This design comes from an exercise in tuning for small area and a short achievable clock period on the open sky130 flow, not from production work. The RTL was checked by simulation tests, not by an equivalence proof against the original design. No driver is modelled on the clock port, so clock power and skew are understated where the tree is cut down; a real chip needs a root buffer or a tree. Power is estimated from default activity; no workload was simulated.

==> flow/design.v <==
module k2mix_rxdec (
    input  wire        clk,
    input  wire        rst,         
    input  wire        in_valid,
    input  wire [7:0]  in_byte,
    input  wire        in_last,
    output reg         out_valid,
    output reg  [2:0]  out_st,
    output reg  [7:0]  out_cmd,
    output reg  [7:0]  out_plen,
    output reg  [2:0]  out_kind,
    output reg  [7:0]  out_node,
    output reg  [31:0] out_val
);
    localparam [7:0] START_BYTE            = 8'h02;
    localparam [7:0] STOP_BYTE             = 8'h03;
    localparam [7:0] CMD_GET_VALUES        = 8'h04;
    localparam [7:0] CMD_SET_DUTY          = 8'h05;
    localparam [7:0] CMD_SET_CURRENT       = 8'h06;
    localparam [7:0] CMD_SET_CURRENT_BRAKE = 8'h07;
    localparam [7:0] CMD_FORWARD           = 8'h22;
    localparam [2:0] ST_OK    = 3'd1;
    localparam [2:0] ST_SHORT = 3'd2;
    localparam [2:0] ST_START = 3'd3;
    localparam [2:0] ST_LEN   = 3'd4;
    localparam [2:0] ST_SIZE  = 3'd5;
    localparam [2:0] ST_STOP  = 3'd6;
    localparam [2:0] ST_CRC   = 3'd7;
    localparam [2:0] K_RAW = 3'd0, K_DUTY = 3'd1, K_CURRENT = 3'd2,
                     K_BRAKE = 3'd3, K_GETVALUES = 3'd4, K_ROUTED = 3'd5;
    localparam [8:0] POS0 = 9'd508;
    reg         v_r;        
    reg         l_r;        
    reg  [7:0]  b_r;
    reg         rst_r;      
    always @(posedge clk) begin
        rst_r <= rst;
        v_r <= in_valid & ~rst;
        l_r <= in_last;
        b_r <= in_byte;
    end
    reg  [8:0]  pos;
    reg  [15:0] crc;
    reg         b0ok;       
    reg         p2is5;      
    wire [15:0] crc_nx;
    wire [7:0]  cx = crc[15:8] ^ b_r;
    wire [7:0]  cy = cx ^ {4'd0, cx[7:4]};
    assign crc_nx = {crc[7:0], 8'd0} ^ {cy[3:0], 12'd0} ^ {3'd0, cy, 5'd0} ^ {8'd0, cy};
    wire at0 = (pos == POS0);
    wire at1 = (pos == POS0 + 9'd1);
    wire at2 = (pos == POS0 + 9'd2);
    wire at3 = (pos == POS0 + 9'd3);
    wire at4 = (pos == 9'd0);
    wire l5  = (out_plen == 8'd5);
    wire l7  = (out_plen == 8'd7);
    wire l1  = (out_plen == 8'd1);
    wire val_sh = (l5 & (at3 | (pos <= 9'd2))) | (l7 & (pos >= 9'd1) & (pos <= 9'd4));
    wire short_c = (pos[8] & pos[7]) | at4;
    wire size_ok = (pos == {1'b0, out_plen});
    reg  [2:0] st;
    always @(*) begin
        if (short_c)                st = ST_SHORT;
        else if (!b0ok)             st = ST_START;
        else if (out_plen == 8'd0)  st = ST_LEN;
        else if (!size_ok)          st = ST_SIZE;
        else if (b_r != STOP_BYTE) st = ST_STOP;
        else if (crc != 16'd0)      st = ST_CRC;
        else                        st = ST_OK;
    end
    wire ok = (st == ST_OK);
    reg [2:0] kind;
    always @(*) begin
        if (l5 && out_cmd == CMD_SET_DUTY)                 kind = K_DUTY;
        else if (l5 && out_cmd == CMD_SET_CURRENT)         kind = K_CURRENT;
        else if (l5 && out_cmd == CMD_SET_CURRENT_BRAKE)   kind = K_BRAKE;
        else if (l1 && out_cmd == CMD_GET_VALUES)          kind = K_GETVALUES;
        else if (l7 && out_cmd == CMD_FORWARD && p2is5)    kind = K_ROUTED;
        else                                               kind = K_RAW;
    end
    wire has_val = (kind == K_DUTY) | (kind == K_CURRENT) | (kind == K_BRAKE) | (kind == K_ROUTED);
    wire last = v_r & l_r;
    wire take = v_r & ~l_r;             
    wire pos_sat  = pos[8] & ~pos[7];
    wire pos_set  = rst_r | last;
    wire pos_inc  = take & ~pos_sat;
    wire [8:0] pos_nx = pos + {8'd0, pos_inc};
    always @(posedge clk) begin
        pos       <= pos_set ? POS0 : pos_nx;
        out_valid <= ~rst & last;
    end
    wire crc_ld   = v_r & ~(at0 | at1);
    wire b0_ld    = v_r & at0;
    wire p2_ld    = v_r & at4;
    wire plen_ld  = take & at1;
    wire cmd_ld   = take & at2;
    wire node_ld  = take & at3;
    wire val_ld   = take & val_sh;
    wire res_keep  = ~last | ok;                        
    wire node_keep = ~last | (ok & (kind == K_ROUTED));
    wire val_keep  = ~last | (ok & has_val);
    wire [15:0] crc_d;
    wire [7:0]  plen_d, cmd_d, node_d;
    wire [31:0] val_d;
    wire        b0ok_d, p2is5_d;
    k2mix_sel2 #(16) u_crc  (.a(crc_ld),  .b(~v_r),                  .x(crc_nx),   .y(crc),      .z(crc_d));
    k2mix_sel2 #(8)  u_plen (.a(plen_ld), .b(~plen_ld & res_keep),   .x(b_r),      .y(out_plen), .z(plen_d));
    k2mix_sel2 #(8)  u_cmd  (.a(cmd_ld),  .b(~cmd_ld & res_keep),    .x(b_r),      .y(out_cmd),  .z(cmd_d));
    k2mix_sel2 #(8)  u_node (.a(node_ld), .b(~node_ld & node_keep),  .x(b_r),      .y(out_node), .z(node_d));
    k2mix_sel2 #(1)  u_b0   (.a(b0_ld),   .b(~b0_ld),                .x(b_r == START_BYTE),   .y(b0ok),  .z(b0ok_d));
    k2mix_sel2 #(1)  u_p2   (.a(p2_ld),   .b(~p2_ld),                .x(b_r == CMD_SET_DUTY), .y(p2is5), .z(p2is5_d));
    k2mix_sel2 #(32) u_val  (.a(val_ld),  .b(~val_ld & val_keep),    .x({out_val[23:0], b_r}), .y(out_val), .z(val_d));
    always @(posedge clk) begin
        crc      <= crc_d;
        b0ok     <= b0ok_d;
        p2is5    <= p2is5_d;
        out_st   <= st;
        out_kind <= ok ? kind : K_RAW;
        out_plen <= plen_d;
        out_cmd  <= cmd_d;
        out_node <= node_d;
        out_val  <= val_d;
    end
endmodule
module k2mix_sel2 #(parameter W = 8) (
    input  wire         a,
    input  wire         b,
    input  wire [W-1:0] x,
    input  wire [W-1:0] y,
    output wire [W-1:0] z
);
    assign z = ({W{a}} & x) | ({W{b}} & y);
endmodule
Settings: LEC_CHECK=0, CAP_MARGIN=20, CORE_MARGIN=2, CORE_UTILIZATION=65, PLACE_DENSITY=0.75, SLEW_MARGIN=20, SYNTH_HIERARCHICAL=1, SYNTH_MINIMUM_KEEP_SIZE=0; clock period 10.0 ns.
standard.sh (not shown) runs the stock make flow with config.mk's settings and CLKGATE_MAP_FILE= SYNTH_SCRIPT=/design/flow/synth_recipe.tcl, a recipe that flattens the netlist after the stock synthesis.
==> flow/flow/run.sh <==
#!/bin/bash
# The standard layout, with two changes:
# - the port buffers are made of the smallest buffer (buf_1) instead of the
#   one buffer_ports picks by default;
# - the clock tree is one level of clock buffers (cts.tcl) instead of
#   ORFS's CTS step, for a shorter clock insertion delay, followed by a
#   timing repair (gate sizing only; port buffers kept) aimed at a
#   2.7 ns period.
set -euo pipefail
here=$(pwd)
ARGS=('BUFFER_PORTS_ARGS=-buffer_cell sky130_fd_sc_hd__buf_1')
bash standard.sh "${ARGS[@]}" place > flow_place.log 2>&1
RES=$(ls -d "$here"/orfs/results/*/k2mix_rxdec/base)
KEEP_PORT_BUFS=1 REPAIR_MARGIN=7.3 REPAIR_SEQ=sizeup \
  RES=$RES NBUF=${NBUF:-4} BUFCELL=${BUFCELL:-sky130_fd_sc_hd__clkbuf_16} \
  openroad -no_init -exit "$here/flow/cts.tcl" > flow_cts.log 2>&1
cp "$RES/4_1_cts.odb" "$RES/4_cts.odb"
cp "$RES/3_place.sdc" "$RES/4_cts.sdc"
bash standard.sh "${ARGS[@]}" finish > flow_finish.log 2>&1
==> flow/flow/cts.tcl <==
# A one-level clock tree: the clock port drives NBUF clock buffers, each
# placed at the centre of a group of nearby flip-flops (k-means on their
# placed positions) and driving that group's clock pins. Replaces ORFS's
# CTS step; reads 3_place.odb and writes 4_1_cts.odb. With REPAIR_MARGIN set,
# it then repairs setup timing with that margin (REPAIR_SEQ moves), leaving
# the port buffers as they are when KEEP_PORT_BUFS is set.
set R $::env(RES)
set P $::env(FLOW_HOME)/platforms/sky130hd
set nbuf $::env(NBUF)
set bufcell $::env(BUFCELL)
read_db $R/3_place.odb
read_liberty $P/lib/sky130_fd_sc_hd__tt_025C_1v80.lib
read_sdc $R/3_place.sdc
source $P/setRC.tcl

set db [ord::get_db]
set block [ord::get_db_block]
set clknet [$block findNet clk]
set sinks {}
foreach it [$clknet getITerms] {
  lappend sinks $it
}
puts "clock sinks: [llength $sinks]"

# positions
set xs {}; set ys {}
foreach it $sinks {
  set b [[$it getInst] getBBox]
  lappend xs [expr {([$b xMin] + [$b xMax]) / 2.0}]
  lappend ys [expr {([$b yMin] + [$b yMax]) / 2.0}]
}
set n [llength $sinks]

# k-means, seeded with sinks spread along the sorted x+y order
set order [lsort -real -indices [lmap x $xs y $ys {expr {$x + $y}}]]
set cx {}; set cy {}
for {set k 0} {$k < $nbuf} {incr k} {
  set i [lindex $order [expr {int(($k + 0.5) * $n / $nbuf)}]]
  lappend cx [lindex $xs $i]; lappend cy [lindex $ys $i]
}
set cap [expr {int(ceil(double($n) / $nbuf)) + 2}]
for {set iter 0} {$iter < 50} {incr iter} {
  # balanced assignment: nearest centre with room, sinks in order of
  # their best distance
  set pairs {}
  for {set i 0} {$i < $n} {incr i} {
    for {set k 0} {$k < $nbuf} {incr k} {
      set d [expr {abs([lindex $xs $i] - [lindex $cx $k]) + abs([lindex $ys $i] - [lindex $cy $k])}]
      lappend pairs [list $d $i $k]
    }
  }
  set pairs [lsort -real -index 0 $pairs]
  set asg [lrepeat $n -1]
  set cnt [lrepeat $nbuf 0]
  foreach p $pairs {
    lassign $p d i k
    if {[lindex $asg $i] >= 0} continue
    if {[lindex $cnt $k] >= $cap} continue
    lset asg $i $k
    lset cnt $k [expr {[lindex $cnt $k] + 1}]
  }
  set sx [lrepeat $nbuf 0.0]; set sy [lrepeat $nbuf 0.0]
  for {set i 0} {$i < $n} {incr i} {
    set k [lindex $asg $i]
    lset sx $k [expr {[lindex $sx $k] + [lindex $xs $i]}]
    lset sy $k [expr {[lindex $sy $k] + [lindex $ys $i]}]
  }
  set moved 0
  for {set k 0} {$k < $nbuf} {incr k} {
    set c [lindex $cnt $k]
    if {$c == 0} continue
    set nx [expr {[lindex $sx $k] / $c}]; set ny [expr {[lindex $sy $k] / $c}]
    if {abs($nx - [lindex $cx $k]) > 1 || abs($ny - [lindex $cy $k]) > 1} { set moved 1 }
    lset cx $k $nx; lset cy $k $ny
  }
  if {!$moved} break
}
puts "groups: $cnt"

set master [$db findMaster $bufcell]
for {set k 0} {$k < $nbuf} {incr k} {
  set inst [odb::dbInst_create $block $master "clkbuf_cts_$k"]
  set net [odb::dbNet_create $block "clk_cts_$k"]
  $net setSigType CLOCK
  [$inst findITerm A] connect $clknet
  [$inst findITerm X] connect $net
  $inst setLocation [expr {int([lindex $cx $k])}] [expr {int([lindex $cy $k])}]
  $inst setPlacementStatus PLACED
  set nets($k) $net
}
for {set i 0} {$i < $n} {incr i} {
  set it [lindex $sinks $i]
  $it disconnect
  $it connect $nets([lindex $asg $i])
}

detailed_placement
check_placement -verbose
estimate_parasitics -placement
set_propagated_clock [all_clocks]
report_design_area
report_worst_slack -max
# Timing repair aimed below the design's period (sizing, buffering and
# load splitting only), when REPAIR_MARGIN is set.
if {[info exists ::env(REPAIR_MARGIN)] && $::env(REPAIR_MARGIN) ne ""} {
  # the port buffers keep the smallest buffer
  if {[info exists ::env(KEEP_PORT_BUFS)]} {
    foreach inst [$block getInsts] {
      set nm [$inst getName]
      if {[regexp {^(input|output)[0-9]+$} $nm]} { set_dont_touch [get_cells $nm] }
    }
  }
  repair_timing -setup -setup_margin $::env(REPAIR_MARGIN) -sequence $::env(REPAIR_SEQ) -verbose
  # later steps connect power only to cells that are not dont_touch
  foreach inst [$block getInsts] {
    set nm [$inst getName]
    if {[regexp {^(input|output)[0-9]+$} $nm]} { unset_dont_touch [get_cells $nm] }
  }
  global_connect
  detailed_placement
  check_placement -verbose
  estimate_parasitics -placement
  report_design_area
  report_worst_slack -max
}
report_clock_skew
report_checks -path_delay max -group_path_count 3
report_checks -path_delay min -group_path_count 1
report_worst_slack -max
report_worst_slack -min
write_db $R/4_1_cts.odb
Change:
CORE_UTILIZATION = 80   (was 65)
PLACE_DENSITY = 0.85   (was 0.75)
Design area barely changes.
Power barely changes.
Final cell count shrinks by about 1.6%.
Setup slack degrades by 0.090 ns.
Clock skew grows by 0.011 ns.
Sequential share of layout area shrinks by 0.10 points.
Clock power barely changes.
Die area shrinks by 18%.
Sequential power barely changes.
Change:
--- a/flow/flow/cts.tcl
+++ b/flow/flow/cts.tcl
@@ -112,10 +112,4 @@
   }
   repair_timing -setup -setup_margin $::env(REPAIR_MARGIN) -sequence $::env(REPAIR_SEQ) -verbose
-  # later steps connect power only to cells that are not dont_touch
-  foreach inst [$block getInsts] {
-    set nm [$inst getName]
-    if {[regexp {^(input|output)[0-9]+$} $nm]} { unset_dont_touch [get_cells $nm] }
-  }
-  global_connect
   detailed_placement
   check_placement -verbose
CORE_UTILIZATION = 65   (was 80)
PLACE_DENSITY = 0.75   (was 0.85)
Outcome: Clock skew decreases by 0.011 ns; design area is about the same; worst setup slack improved by 0.090 ns; synthesized cell count stays the same; sequential power is about the same; maximum frequency increases by 3.3%; global-route usage decreases by 9.2 points.
Change:
--- a/flow/flow/cts.tcl
+++ b/flow/flow/cts.tcl
@@ -112,4 +112,10 @@
   }
   repair_timing -setup -setup_margin $::env(REPAIR_MARGIN) -sequence $::env(REPAIR_SEQ) -verbose
+  # later steps connect power only to cells that are not dont_touch
+  foreach inst [$block getInsts] {
+    set nm [$inst getName]
+    if {[regexp {^(input|output)[0-9]+$} $nm]} { unset_dont_touch [get_cells $nm] }
+  }
+  global_connect
   detailed_placement
   check_placement -verbose
CORE_UTILIZATION = 70   (was 65)
PLACE_DENSITY = 0.8   (was 0.75)
Fmax came out lower by 0.55%.
Total power barely changes.
Routed wire length came out lower by 0.53%.
Die area came out lower by 6.8%.
Setup slack degrades by 0.015 ns.
Critical path depth does not change.
Global-route usage came out higher by 1.6 points.
Clock skew hardly moves.
Register-to-register slack improves by 0.03 ns.
Utilization came out higher by 5.2 points.
Cell area came out lower by 0.35%.
Change:
CORE_UTILIZATION = 60   (was 70)
PLACE_DENSITY = 0.85   (was 0.8)
After rerunning: Combinational power hardly moves. First-iteration DRC count rises by 37%. Routed wire length came out higher by 1.1%. Final cell count rose by 1.0%. Worst hold slack degrades by 0.0052 ns. Power shrinks by 0.48%. Utilization came out lower by 11 points.
Change:
--- a/flow/flow/run.sh
+++ b/flow/flow/run.sh
@@ -5,6 +5,6 @@
 # - the clock tree is one level of clock buffers (cts.tcl) instead of
 #   ORFS's CTS step, for a shorter clock insertion delay, followed by a
-#   timing repair (gate sizing only; port buffers kept) aimed at a
-#   2.7 ns period.
+#   timing repair (sizing, buffering; port buffers kept) aimed at a
+#   2.75 ns period.
 set -euo pipefail
 here=$(pwd)
@@ -12,5 +12,5 @@
 bash standard.sh "${ARGS[@]}" place > flow_place.log 2>&1
 RES=$(ls -d "$here"/orfs/results/*/k2mix_rxdec/base)
-KEEP_PORT_BUFS=1 REPAIR_MARGIN=7.3 REPAIR_SEQ=sizeup \
+KEEP_PORT_BUFS=1 REPAIR_MARGIN=7.25 REPAIR_SEQ=sizeup,split,buffer \
   RES=$RES NBUF=${NBUF:-4} BUFCELL=${BUFCELL:-sky130_fd_sc_hd__clkbuf_16} \
   openroad -no_init -exit "$here/flow/cts.tcl" > flow_cts.log 2>&1
--- a/flow/flow/cts.tcl
+++ b/flow/flow/cts.tcl
@@ -112,10 +112,4 @@
   }
   repair_timing -setup -setup_margin $::env(REPAIR_MARGIN) -sequence $::env(REPAIR_SEQ) -verbose
-  # later steps connect power only to cells that are not dont_touch
-  foreach inst [$block getInsts] {
-    set nm [$inst getName]
-    if {[regexp {^(input|output)[0-9]+$} $nm]} { unset_dont_touch [get_cells $nm] }
-  }
-  global_connect
   detailed_placement
   check_placement -verbose
CORE_UTILIZATION = 65   (was 60)
PLACE_DENSITY = 0.75   (was 0.85)
After rerunning: Global-route usage rose by 1.9 points; routed wire length went down by 0.64%; via count goes down by 3.6%; power grows by 0.39%; critical path depth goes down by 5; sequential cell count is unchanged; clock power is about the same; synthesized area does not change.
In every run of this note, the design's own scripts or RTL, not TritonCTS, make the clock network.

re-timing with driven ports:
How much do the figures lean on ideal ports? The routed layouts below were timed once more, with nothing changed but the port constraints.
Step 1: set_driving_cell puts a clkbuf_16 on clk and a buf_2 on each other input, an assumption about the parent block.
Step 2 times the ports against the registers' clock, not the clock port: input delays grow and output delays shrink by t, the midpoint of the rising clock arrivals with the driver on.
Three values: ideal, step 1, step 2; two values: the first two.
run | t, ns | slack for setup (ns) | hold slack, ns | worst setup path at the end | worst register clock-pin slew, ns
the first run | 0.228 | 7.261 / 7.184 / 7.329 | 0.475 / 0.475 / 0.475 | register to register | 0.10 / 0.10
the second run | 0.229 | 7.170 / 7.170 / 7.170 | 0.477 / 0.477 / 0.477 | register to register | 0.10 / 0.10
the third run | 0.228 | 7.261 / 7.184 / 7.329 | 0.475 / 0.475 / 0.475 | register to register | 0.10 / 0.10
the fourth run | 0.228 | 7.245 / 7.170 / 7.358 | 0.479 / 0.479 / 0.479 | register to register | 0.10 / 0.10
the fifth run | 0.227 | 7.220 / 7.187 / 7.219 | 0.473 / 0.473 / 0.473 | register to register | 0.10 / 0.10
the sixth run | 0.226 | 7.224 / 7.149 / 7.267 | 0.476 / 0.476 / 0.476 | register to register | 0.10 / 0.10
After both steps every run listed still meets setup and hold. For the fifth run, which loses most, drivers alone change the setup slack by -0.033 ns; drivers and shift together by -0.001 ns.
